From an optimization exercise on the open Yosys and OpenROAD flow, aimed at small area and few clock cycles; shortcuts taken in it are not production practice. The RTL was checked by simulation tests, not by an equivalence proof against the original design. Power figures rest on the tool's default switching activity, not on a simulated workload.

[flow/flow/run.sh]
#!/bin/bash
# The standard layout (standard.sh) with three changes:
#  - synthesis: abc maps for area (see flow/abc.tcl);
#  - clock tree synthesis: sink clusters of 18 within 65 um, clkbuf_8 only, no dummy loads;
#  - the ports are buffered with the smallest buffer.
# Each tool's full output stays in ORFS's step logs under orfs/logs/; the
# make output goes to standard.log.
set -euo pipefail
W=$PWD
cat flow/abc.tcl synth_recipe.tcl > own_synth.tcl
sed "s|SYNTH_SCRIPT=[^ ']*|SYNTH_SCRIPT=$W/own_synth.tcl|" standard.sh > own_standard.sh
grep -q "SYNTH_SCRIPT=$W/own_synth.tcl" own_standard.sh
export CTS_ARGS="-sink_clustering_enable -repair_clock_nets -sink_clustering_size 18 -sink_clustering_max_diameter 65 -dont_use_dummy_load -buf_list sky130_fd_sc_hd__clkbuf_8"
export BUFFER_PORTS_ARGS="-buffer_cell sky130_fd_sc_hd__buf_1"
bash own_standard.sh > standard.log 2>&1
[flow/flow/abc.tcl]
# Prepended to the standard flow's synthesis script: abc maps with its default script
# for the 10 ns clock period in ps (the standard flow's passes the period in ns, which
# abc reads as ps), so it maps for area and inserts no buffers. Everything
# else, flip-flop mapping and register names included, is the standard flow's.
proc abc {args} {
  set i [lsearch -exact $args -script]
  if {$i >= 0} { set args [lreplace $args $i [expr {$i + 1}]] }
  set i [lsearch -exact $args -D]
  if {$i >= 0} { set args [lreplace $args $i [expr {$i + 1}] -D 10000] }
  yosys abc {*}$args
}
[flow/standard.sh]
#!/bin/bash
# synth_recipe.tcl (not shown) runs the flow's synth.tcl, then flattens the netlist and writes it again
# the make line also repeats each setting of config.mk as NAME=value (left out here)
make -C /OpenROAD-flow-scripts/flow DESIGN_CONFIG=/design/flow/config.mk WORK_HOME=/design/flow/orfs CLKGATE_MAP_FILE= SYNTH_SCRIPT=/design/flow/synth_recipe.tcl "${@:-finish}"
[flow/config.mk]
export PLATFORM = sky130hd
export DESIGN_NAME = framegen
export DESIGN_NICKNAME = framegen
export VERILOG_FILES = /design/flow/design.v
export SDC_FILE = /design/flow/constraint.sdc
export NUM_CORES = 4
export LEC_CHECK = 0
export CAP_MARGIN = 20
export CORE_MARGIN = 2
export CORE_UTILIZATION = 60
export SLEW_MARGIN = 20
[flow/constraint.sdc]
create_clock -name core_clock -period 10.0 [get_ports {clk}]
set_input_delay 2.0000 -clock core_clock [delete_from_list [all_inputs] [get_ports {clk}]]
set_output_delay 2.0000 -clock core_clock [all_outputs]
set_load 0.01 [all_outputs]
[flow/design.v]
module framegen (
    input  wire        clk,
    input  wire        rst,           
    input  wire        bus_valid,
    input  wire        bus_we,
    input  wire [5:0]  bus_addr,
    input  wire [1:0]  bus_size,      
    input  wire [31:0] bus_wdata,
    output wire        bus_ready,
    output reg  [31:0] bus_rdata,
    output wire        bus_err,
    output wire        tx_valid,
    output reg  [7:0]  tx_data,
    input  wire        tx_ready,
    output wire        irq
);
    localparam CMD_MAX = 128;
    localparam OP_NOP = 4'h0, OP_INIT = 4'h1, OP_CLR = 4'h2, OP_PUSH = 4'h3,
               OP_ENCODE = 4'h4, OP_ACK = 4'h5, OP_RESEND = 4'h6,
               OP_ERST = 4'h7, OP_CLREV = 4'h8, OP_RAW = 4'h9;
    localparam C_NONE = 3'd0, C_ILL_OP = 3'd1, C_ILL_RSVD = 3'd2, C_BUSY = 3'd3,
               C_RSTPEND = 3'd4, C_NOFRAME = 3'd5, C_TRUNC = 3'd6;
    localparam PH_N = 3'd0, PH_DIG = 3'd1, PH_SP = 3'd2, PH_BODY = 3'd3,
               PH_STAR = 3'd4, PH_CS = 3'd5, PH_LF = 3'd6;
    reg [31:0] seq;
    reg [39:0] sbcd;         
    reg        bcd_ok;
    reg [4:0]  bcnt;         
    reg [1:0]  streak;
    reg [7:0]  cmdlen;
    reg        cmdtrunc;
    reg [7:0]  cx;           
    reg [7:0]  framelen;
    reg [7:0]  txptr;
    reg        txbusy;
    reg        fvalid;
    reg [7:0]  chksum;
    reg        txdone, err_ill, err_state, seqwrap;
    reg [4:0]  ien_r;        
    reg [2:0]  errcause;
    reg [31:0] errcmd;
    wire [7:0] ien = {ien_r[4:1], 1'b0, ien_r[0], 2'b00};
    reg [2047:0] ring;
    reg [7:0]  cd;           
    reg [7:0]  fbp;          
    reg [7:0]  fd;           
    reg        f_raw;        
    reg [2:0]  ph;
    reg [7:0]  fq0, fq1, fq2, fq3;
    reg [1:0]  fwp, frp;
    reg [2:0]  fcnt;
    wire rstreq = (streak == 2'd3);
    wire [7:0] status_lo = {seqwrap, err_state, err_ill, txdone,
                            cmdtrunc, rstreq, fvalid, txbusy};
    assign irq = |(status_lo & ien);
    wire [31:0] status = {23'd0, irq, status_lo};
    integer k;
    reg [3:0] nd;            
    reg [3:0] dx;            
    always @(*) begin
        nd = 4'd1;
        dx = 4'd0;
        for (k = 0; k < 10; k = k + 1) begin
            dx = dx ^ sbcd[4*k +: 4];
            if (k > 0 && sbcd[4*k +: 4] != 4'd0) nd = k[3:0] + 4'd1;
        end
    end
    wire [7:0] hdr_x  = 8'h6E ^ (nd[0] ? 8'h30 : 8'h00) ^ {4'd0, dx};
    wire [7:0] chk_new = hdr_x ^ cx;
    wire [1:0] csn_new = (chk_new >= 8'd100) ? 2'd3 : (chk_new >= 8'd10) ? 2'd2 : 2'd1;
    wire [1:0] csn     = (chksum >= 8'd100) ? 2'd3 : (chksum >= 8'd10) ? 2'd2 : 2'd1;
    reg [39:0] sbcd_inc;
    reg        bc;
    always @(*) begin
        bc = 1'b1;
        for (k = 0; k < 10; k = k + 1) begin
            if (bc && sbcd[4*k +: 4] == 4'd9) begin
                sbcd_inc[4*k +: 4] = 4'd0;
            end else begin
                sbcd_inc[4*k +: 4] = sbcd[4*k +: 4] + {3'd0, bc};
                bc = 1'b0;
            end
        end
    end
    reg [39:0] dd_adj;
    always @(*) begin
        for (k = 0; k < 10; k = k + 1)
            dd_adj[4*k +: 4] = (bcnt != 5'd0 && sbcd[4*k +: 4] >= 4'd5) ? sbcd[4*k +: 4] + 4'd3
                             : (bcnt != 5'd0) ? sbcd[4*k +: 4] : 4'd0;
    end
    wire dd_bit = seq[~bcnt];
    wire [39:0] dd_next = {dd_adj[38:0], dd_bit};
    wire size_ok  = (bus_size == 2'd2) && (bus_addr[1:0] == 2'b00);
    wire [3:0] widx = bus_addr[5:2];
    wire rd_ok = (widx >= 4'd1) && (widx <= 4'd11);
    wire wr_ok = (widx == 4'd0) || (widx == 4'd2) || (widx == 4'd8);
    wire acc_ok = size_ok && (bus_we ? wr_ok : rd_ok);
    assign bus_err = !acc_ok;
    wire is_cmd   = bus_valid && bus_we && acc_ok && (widx == 4'd0);
    wire is_ienwr = bus_valid && bus_we && acc_ok && (widx == 4'd8);
    wire is_seqwr = bus_valid && bus_we && acc_ok && (widx == 4'd2);
    wire [31:0] w   = bus_wdata;
    wire [3:0]  op  = w[3:0];
    reg  [2:0]  cause;
    always @(*) begin
        cause = C_NONE;
        if (op >= 4'hA)
            cause = C_ILL_OP;
        else if (w[7:4] != 4'd0 || w[31:16] != 16'd0 || (op != OP_PUSH && w[15:8] != 8'd0))
            cause = C_ILL_RSVD;
        else begin
            case (op)
                OP_ENCODE: begin
                    if (txbusy)        cause = C_BUSY;
                    else if (rstreq)   cause = C_RSTPEND;
                    else if (cmdtrunc) cause = C_TRUNC;
                end
                OP_RAW: begin
                    if (txbusy)        cause = C_BUSY;
                    else if (cmdtrunc) cause = C_TRUNC;
                end
                OP_ACK, OP_RESEND: begin
                    if (txbusy)        cause = C_BUSY;
                    else if (rstreq)   cause = C_RSTPEND;
                    else if (!fvalid)  cause = C_NOFRAME;
                end
                OP_ERST: begin
                    if (txbusy)        cause = C_BUSY;
                end
                default: ;
            endcase
        end
    end
    wire refused = (cause != C_NONE);
    wire go      = is_cmd && !refused;
    wire [7:0] c0p  = cmdlen + ~cd;      
    wire push_align = (cd == 8'd0);
    wire cmd_full   = cmdlen[7];
    wire raw_align  = (c0p[1:0] == 2'd0) || (cmdlen == 8'd0);
    wire stall = go && (
                 (op == OP_PUSH   && !cmd_full && !push_align) ||
                 (op == OP_RAW    && !raw_align) ||
                 ((op == OP_ENCODE || op == OP_ACK) && !bcd_ok));
    assign bus_ready = bus_valid && !stall;
    wire cmd_fire = is_cmd && bus_ready;
    wire ok       = cmd_fire && !refused;
    wire do_init   = ok && op == OP_INIT;
    wire do_push   = ok && op == OP_PUSH && !cmd_full;
    wire do_enc    = ok && op == OP_ENCODE;
    wire do_raw    = ok && op == OP_RAW;
    wire do_resend = ok && op == OP_RESEND && streak != 2'd2;
    wire start     = do_enc || do_raw || do_resend;
    assign tx_valid = txbusy;
    wire tx_fire = txbusy & tx_ready;
    wire [7:0] fd_c  = (do_enc || do_raw) ? c0p : do_resend ? fbp : fd;
    wire [2:0] fcnt_c = start ? 3'd0 : fcnt;
    wire [1:0] fwp_c  = start ? 2'd0 : fwp;
    wire       pop   = tx_fire && ph == PH_BODY;
    wire       fetch = (start || txbusy) && (fd_c[1:0] == 2'd0) && (!fcnt_c[2] || pop);
    reg  [7:0] tap;
    always @(*) begin
        tap = 8'd0;
        for (k = 0; k < 64; k = k + 1)
            tap = tap | (ring[32*k +: 8] & {8{fd_c[7:2] == k[5:0]}});
    end
    reg [7:0] fhead;
    always @(*) begin
        case (frp)
            2'd0: fhead = fq0;
            2'd1: fhead = fq1;
            2'd2: fhead = fq2;
            default: fhead = fq3;
        endcase
    end
    wire [3:0] didx = nd - txptr[3:0];
    wire [3:0] hdig = sbcd[4*didx +: 4];
    reg [11:0] csb;
    integer j;
    always @(*) begin
        csb = 12'd0;
        for (j = 7; j >= 0; j = j - 1) begin
            if (csb[3:0] >= 4'd5) csb[3:0] = csb[3:0] + 4'd3;
            if (csb[7:4] >= 4'd5) csb[7:4] = csb[7:4] + 4'd3;
            csb = {csb[10:0], chksum[j]};
        end
    end
    wire [7:0] cs_h = {4'd0, csb[11:8]};
    wire [7:0] cs_t = {4'd0, csb[7:4]};
    wire [7:0] cs_o = {4'd0, csb[3:0]};
    wire [7:0] rem  = framelen - txptr;      
    wire [1:0] ci   = rem[1:0] - 2'd2;       
    wire [7:0] cdig = (ci == 2'd2) ? cs_h : (ci == 2'd1) ? cs_t : cs_o;
    always @(*) begin
        case (ph)
            PH_N:    tx_data = 8'h4E;
            PH_DIG:  tx_data = {4'h3, hdig};
            PH_SP:   tx_data = 8'h20;
            PH_BODY: tx_data = fhead;
            PH_STAR: tx_data = 8'h2A;
            PH_CS:   tx_data = 8'h30 + cdig;
            default: tx_data = 8'h0A;
        endcase
    end
    wire body_end = f_raw ? (rem == 8'd2) : (rem == {6'd0, csn} + 8'd3);
    always @(posedge clk)
        ring <= {ring[2039:0], do_push ? w[15:8] : ring[2047:2040]};
    wire fneed = txbusy || (fvalid && !rstreq);
    wire hdr_busy = txbusy && !f_raw && (ph == PH_N || ph == PH_DIG);
    always @(posedge clk) begin
        if (rst) begin
            seq <= 32'd1; sbcd <= 40'd1; bcd_ok <= 1'b1; bcnt <= 5'd0;
            streak <= 2'd0;
            cmdlen <= 8'd0; cmdtrunc <= 1'b0; cx <= 8'd0;
            framelen <= 8'd0; txptr <= 8'd0; txbusy <= 1'b0;
            fvalid <= 1'b0; chksum <= 8'd0;
            txdone <= 1'b0; err_ill <= 1'b0; err_state <= 1'b0; seqwrap <= 1'b0;
            ien_r <= 5'd0; errcause <= 3'd0; errcmd <= 32'd0;
            cd <= 8'd0;
            fcnt <= 3'd0;
        end else begin
            cd  <= cd - {7'd0, !do_push};
            fbp <= ((do_enc || do_raw) ? c0p : fbp) + 8'd1;
            if (fetch) begin
                case (fwp_c)
                    2'd0: fq0 <= tap;
                    2'd1: fq1 <= tap;
                    2'd2: fq2 <= tap;
                    default: fq3 <= tap;
                endcase
            end
            fwp  <= fwp_c + {1'b0, fetch};
            frp  <= (start ? 2'd0 : frp) + {1'b0, pop};
            fcnt <= fcnt_c + {2'd0, fetch} - {2'd0, pop};
            fd   <= fd_c + {7'd0, !fetch};
            if (!bcd_ok && !hdr_busy) begin
                sbcd <= dd_next;
                bcnt <= bcnt + 5'd1;
                if (bcnt == 5'd31) bcd_ok <= 1'b1;
            end
            if (tx_fire) begin
                txptr <= txptr + 8'd1;
                case (ph)
                    PH_N:    ph <= PH_DIG;
                    PH_DIG:  if (txptr[3:0] == nd) ph <= PH_SP;
                    PH_SP:   ph <= body_end ? PH_STAR : PH_BODY;
                    PH_BODY: if (body_end) ph <= f_raw ? PH_LF : PH_STAR;
                    PH_STAR: ph <= PH_CS;
                    PH_CS:   if (ci == 2'd0) ph <= PH_LF;
                    default: begin
                        txbusy <= 1'b0;
                        txdone <= 1'b1;
                    end
                endcase
            end
            if (bus_ready && is_ienwr)
                ien_r <= {bus_wdata[7:4], bus_wdata[2]};
            if (bus_ready && is_seqwr) begin
                seq    <= bus_wdata;
                streak <= 2'd0;
                fvalid <= 1'b0;
                bcd_ok <= 1'b0;
                bcnt   <= 5'd0;
            end
            if (cmd_fire) begin
                if (refused) begin
                    if (cause == C_ILL_OP || cause == C_ILL_RSVD) err_ill <= 1'b1;
                    else                                        err_state <= 1'b1;
                    if (errcause == C_NONE) begin
                        errcause <= cause;
                        errcmd   <= w;
                    end
                end else begin
                    case (op)
                        OP_INIT: begin
                            seq <= 32'd1; sbcd <= 40'd1; bcd_ok <= 1'b1; bcnt <= 5'd0;
                            streak <= 2'd0;
                            cmdlen <= 8'd0; cmdtrunc <= 1'b0; cx <= 8'd0;
                            framelen <= 8'd0; txptr <= 8'd0; txbusy <= 1'b0;
                            fvalid <= 1'b0; chksum <= 8'd0;
                            txdone <= 1'b0; err_ill <= 1'b0; err_state <= 1'b0;
                            seqwrap <= 1'b0; errcause <= 3'd0; errcmd <= 32'd0;
                            cd <= 8'd0;
                            fcnt <= 3'd0;
                        end
                        OP_CLR: begin
                            cmdlen <= 8'd0; cmdtrunc <= 1'b0; cx <= 8'd0;
                            cd <= fneed ? 8'd126 - fbp : 8'd0;
                        end
                        OP_PUSH: begin
                            if (!cmd_full) begin
                                cmdlen <= cmdlen + 8'd1;
                                cx <= cx ^ w[15:8];
                            end else
                                cmdtrunc <= 1'b1;
                        end
                        OP_ENCODE: begin
                            framelen <= cmdlen + {4'd0, nd} + {6'd0, csn_new} + 8'd4;
                            chksum   <= chk_new;
                            f_raw    <= 1'b0;
                            ph       <= PH_N;
                            txptr    <= 8'd0;
                            txbusy   <= 1'b1;
                            txdone   <= 1'b0;
                            fvalid   <= 1'b1;
                        end
                        OP_RAW: begin
                            framelen <= cmdlen + 8'd1;
                            f_raw    <= 1'b1;
                            ph       <= (cmdlen == 8'd0) ? PH_LF : PH_BODY;
                            txptr    <= 8'd0;
                            txbusy   <= 1'b1;
                            txdone   <= 1'b0;
                            fvalid   <= 1'b0;
                        end
                        OP_ACK: begin
                            if (seq == 32'hFFFFFFFF) begin
                                seqwrap <= 1'b1;
                                sbcd <= 40'd0;
                            end else
                                sbcd <= sbcd_inc;
                            seq <= seq + 32'd1;
                            streak <= 2'd0;
                            fvalid <= 1'b0;
                        end
                        OP_RESEND: begin
                            streak <= streak + 2'd1;
                            if (streak != 2'd2) begin
                                ph     <= PH_N;
                                txptr  <= 8'd0;
                                txbusy <= 1'b1;
                                txdone <= 1'b0;
                            end
                        end
                        OP_ERST: begin
                            seq <= 32'd1; sbcd <= 40'd1; bcd_ok <= 1'b1; bcnt <= 5'd0;
                            streak <= 2'd0; fvalid <= 1'b0;
                        end
                        OP_CLREV: begin
                            txdone <= tx_fire && ph == PH_LF;
                            err_ill <= 1'b0; err_state <= 1'b0; seqwrap <= 1'b0;
                            errcause <= 3'd0; errcmd <= 32'd0;
                        end
                        default: ;
                    endcase
                end
            end
        end
    end
    always @(*) begin
        case (widx)
            4'd1:  bus_rdata = status;
            4'd2:  bus_rdata = seq;
            4'd3:  bus_rdata = {30'd0, streak};
            4'd4:  bus_rdata = {24'd0, chksum};
            4'd5:  bus_rdata = {24'd0, cmdlen};
            4'd6:  bus_rdata = {24'd0, framelen};
            4'd7:  bus_rdata = {24'd0, txptr};
            4'd8:  bus_rdata = {24'd0, ien};
            4'd9:  bus_rdata = {29'd0, errcause};
            4'd10: bus_rdata = errcmd;
            4'd11: bus_rdata = 32'h01030080;
            default: bus_rdata = 32'd0;
        endcase
    end
endmodule
==> summary.txt <==
==> worst max-delay path by stage <==
stage	from	end	slack, ns	cells past startpoint
2_1_floorplan	chksum[6]	tx_data[0]	3.22	25
3_3_place_gp	bus_wdata[0]	fq0[3]	1.37	17
3_5_place_dp	bus_wdata[1]	fq1[2]	1.07	18
4_1_cts	chksum[6]	tx_data[0]	0.93	26
5_1_grt	chksum[6]	tx_data[0]	0.36	26
6_report	chksum[6]	tx_data[0]	0.96	26
==> kinds of logic after synthesis <==
group | Yosys count | share of synthesized area (%)
buffers and inverters | 229 | 1.42
AOI/OAI and AO/OA | 718 | 8.46
DFF | 2282 | 76.7
muxes | 83 | 1.76
xor gates and xnor gates | 151 | 2.19
and+or+nand+nor | 915 | 7.16
adders and majority gates | 109 | 2.35
==> through the flow <==
step	setup WS, ns	util [%]	total power, mW
after CTS	0.927	64.4	13.3
final	0.961	64.4	13.3
after global routing	0.356	64.4	13.7
after floorplan	3.22	-	9.48
after global placement	1.37	62.3	9.56
after detailed placement	1.07	62.3	9.56
==> critical path: cells and delay by family, from the launching register on <==
family                     cells  cell delay (ns)
xor gates and xnor gates       3             0.74
and+or+nand+nor                3             0.35
AOI/OAI and AO/OA              9             2.58
buffers and inverters          5             0.62
DFF                            1             0.58
adders and majority gates      6             1.25
==> registers in the layout (all words and copies together) (netlist names), 32 cells and up <==
name and flops:
seq 32, ring 2048, sbcd 40, errcmd 32
==> cell usage in the layout (no fill, tap or decap), types with 7 or more instances in the layout <==
cell      synthesis  routed
mux4_2           16      16
nand2b_1         28      28
o22ai_1          15      15
edfxtp_1         56      56
a311oi_1          7       7
nand4_1          50      50
nor4_1           27      27
inv_1            98      98
and2_1           26      26
nor2_1          370     369
ha_1            102     102
nor2b_1          28      27
nor3_1           70      69
o21ai_0          84      84
and4_1           16      16
mux2i_1          42      42
mux2_2           25      25
xor2_1           41      41
a21o_1           22      22
xnor2_1         110     110
a211oi_1         30      30
a21oi_1         167     165
a222oi_1        127     127
dfxtp_1        2226    2226
a22oi_1         146     145
o21bai_1          8       8
buf_4             0      48
buf_1             3      87
nand2_1         156     156
fa_1              7       7
or4_1             9       9
o21a_1            8       8
nor3b_1           7       7
nand3_1          73      73
and3_1           34      34
o211ai_1         12      12
clkbuf_8          0     151
a221oi_1         11      11
a22o_1           10      10
a31oi_1          29      28
==> area by class of cell <==
| class | count | share of cell area (%) |
|---|---|---|
| Timing Repair Buffer | 136 | 1.08 |
| Tap cell | 1298 | 2.53 |
| Clock buffer | 151 | 3.23 |
| Sequential cell | 2282 | 71.9 |
| Inverter | 99 | 0.578 |
| Multi-Input combinational cell | 1976 | 20.6 |
| Antenna cell | 5 | 0.0195 |
==> power by group <==
| group | switching, mW | internal [mW] |
|---|---|---|
| logic | 0.149 | 0.0599 |
| clock network | 2.54 | 1.36 |
| registers | 0.0178 | 9.13 |
| total | 2.71 | 10.6 |
==> metal layers <==
| layer | vias to the layer above | part of all wire (%) |
|---|---|---|
| li1 | 15800 | - |
| met1 | 16800 | 44 |
| met2 | 1544 | 43 |
| met3 | 394 | 7.6 |
| met4 | 0 | 5.7 |
| met5 | - | 0 |
==> summary.txt <==
Core ar. = 0.0999 mm2
post-synth cell types = 66
worst path required time = 8.00 ns
gr busiest metal = met2
TritonCTS clock tree = built
drt drc = 0
drt total wl = 163000 um
DRT iter0 DRCs = 4626
CTS root buffer = clkbuf_8
Via-to-Cell Ratio = 5.80
global-route usage over all layers = 31.4%
Leakage = 25.1 nW
global-route wire length before repair = 229000 um
Congestion Overflow GR = 0
Syn Nets = 4641
Layout Cells excl Fill = 5947
PD cells = 206 mW/mm2
io pins = 89
Synth Instances = 4487
crit-path most repeated cell = ha_1
ratio of cells with drive above 1 in the final layout = 5.64%
yosys warns = 1
Max-Cap Viols = 0
met3 Track Usage GR = 5.48%
RSZ-0062 raised after global routing = no
setup bufs post-CTS = 0
post-route cell area = 0.0643 mm2
Synth area leader = dfxtp_1
initial core utilization = 60.4%
cts bufs inserted = 151
mapped cell area = 0.0603 mm2
critical path class = reg2out
Die Width = 321 um
GR Util met2 = 46.9%
VDD IR max = 199 uV
HPWL after DPL = 124000 um
Final period util = 90.4%
dpl cell area = 0.0622 mm2
per-cell routed wire length = 27.5 um
Mapped Avg Cell Area = 13.4 um2
top cells by count, synth = 2226 x dfxtp_1, 370 x nor2_1, 167 x a21oi_1
reg2reg end = fq1[1]
final setup TNS = 0 ns
Sequential Area = 0.0462 mm2
Crit. End Element = output pin
R2R depth = 15
ys async rst share = 0%
Area Overhead vs Synth = 6.58%
Clock Skew = 0.109 ns
cell row count = 116
worst hold slack = 0.261 ns
post-layout min period = 9.04 ns
Hold Startpoint = ring[1807]
post-cts hold buffer count = 0
highest cell delay on the worst timing path = 0.58 ns
Skew-Pair Late Insertion Delay = 0.90 ns
Post-CTS Resized = 0
clk buf depth = 3
Slew @ Worst Pin = 1.23 ns
post-synth top area share = 73.9%
Hold Path Sink = ring[1815]
setup violation total in the final timing report = 0
number of global-route vias before repair = 31500
Clock Sinks = 2282
Final Hold Vio Count = 0
Vias = 34500
#FFs+latches synth = 2282
Min-Delay Path Depth = 0
Final #Nets = 4800
Fillers = 7463
status = timing/DRC/antenna clean
most frequent cell after synthesis = dfxtp_1
Worst Hold Class = reg2reg
Worst EP arrival = 7.04 ns
Max Fclk = 111 MHz
post-synthesis sequential area ratio = 76.7%
initial antenna violation count = 19
critical path startpoint category = flip-flop
reg2reg start = cmdlen[0]
area of the multi-input gates = 0.0133 mm2
global routing usage on met1 = 44.6%
Main synth FF type = dfxtp_1
Max Transition Viols Final = 0
Critical-path top delay cell = dfxtp_1
GP Congestion = 0.995
relative slew slack = 17.8%
CTS clk-pin slew, worst paths = 0.11 ns
Critical Path Fanout Max = 8
die area = 0.103 mm2
chip height = 321 um
top cells by area, synth = dfxtp_1 74%, edfxtp_1 2.8%, nor2_1 2.3%
Post-synth EDFFs = 56
H-tree Lvls = 4
post-detailed-route count of antenna-violating nets = 0
Post-Place Cells = 5791
router iterations before antenna repair = 11
largest net degree at the start of global routing = 74
FF-to-FF setup slack = 3.20 ns
PortBufs = 88
Testbench counts, summed over its fixed seeds: cycles 41,068.

-- what the ideal ports hide --
Ports are ideal in the flow. The routed layout listed here was re-timed in OpenROAD.
Step 1 assumes that a clkbuf_16 drives the clock port and a buf_2 every other input.
Step 2 adds t to the input delays and takes it off the output delays; t is the mean of the earliest and latest rising clock arrival at the registers after step 1. Input paths then give back, and output paths get back, about the clock's delay inside the block.
Three values: no drivers, after step 1, after step 2; two values: the first two.
t (ns): 0.915
setup WS [ns]: 0.961 / 0.887 / 1.006
slew at the worst register clock pin (ns): 0.12 / 0.12
worst data-port slew with drivers (ns): 0.09
After both steps setup and hold are still met in this run. For this run, drivers alone change the setup slack by -0.074 ns; drivers and shift together by +0.045 ns.
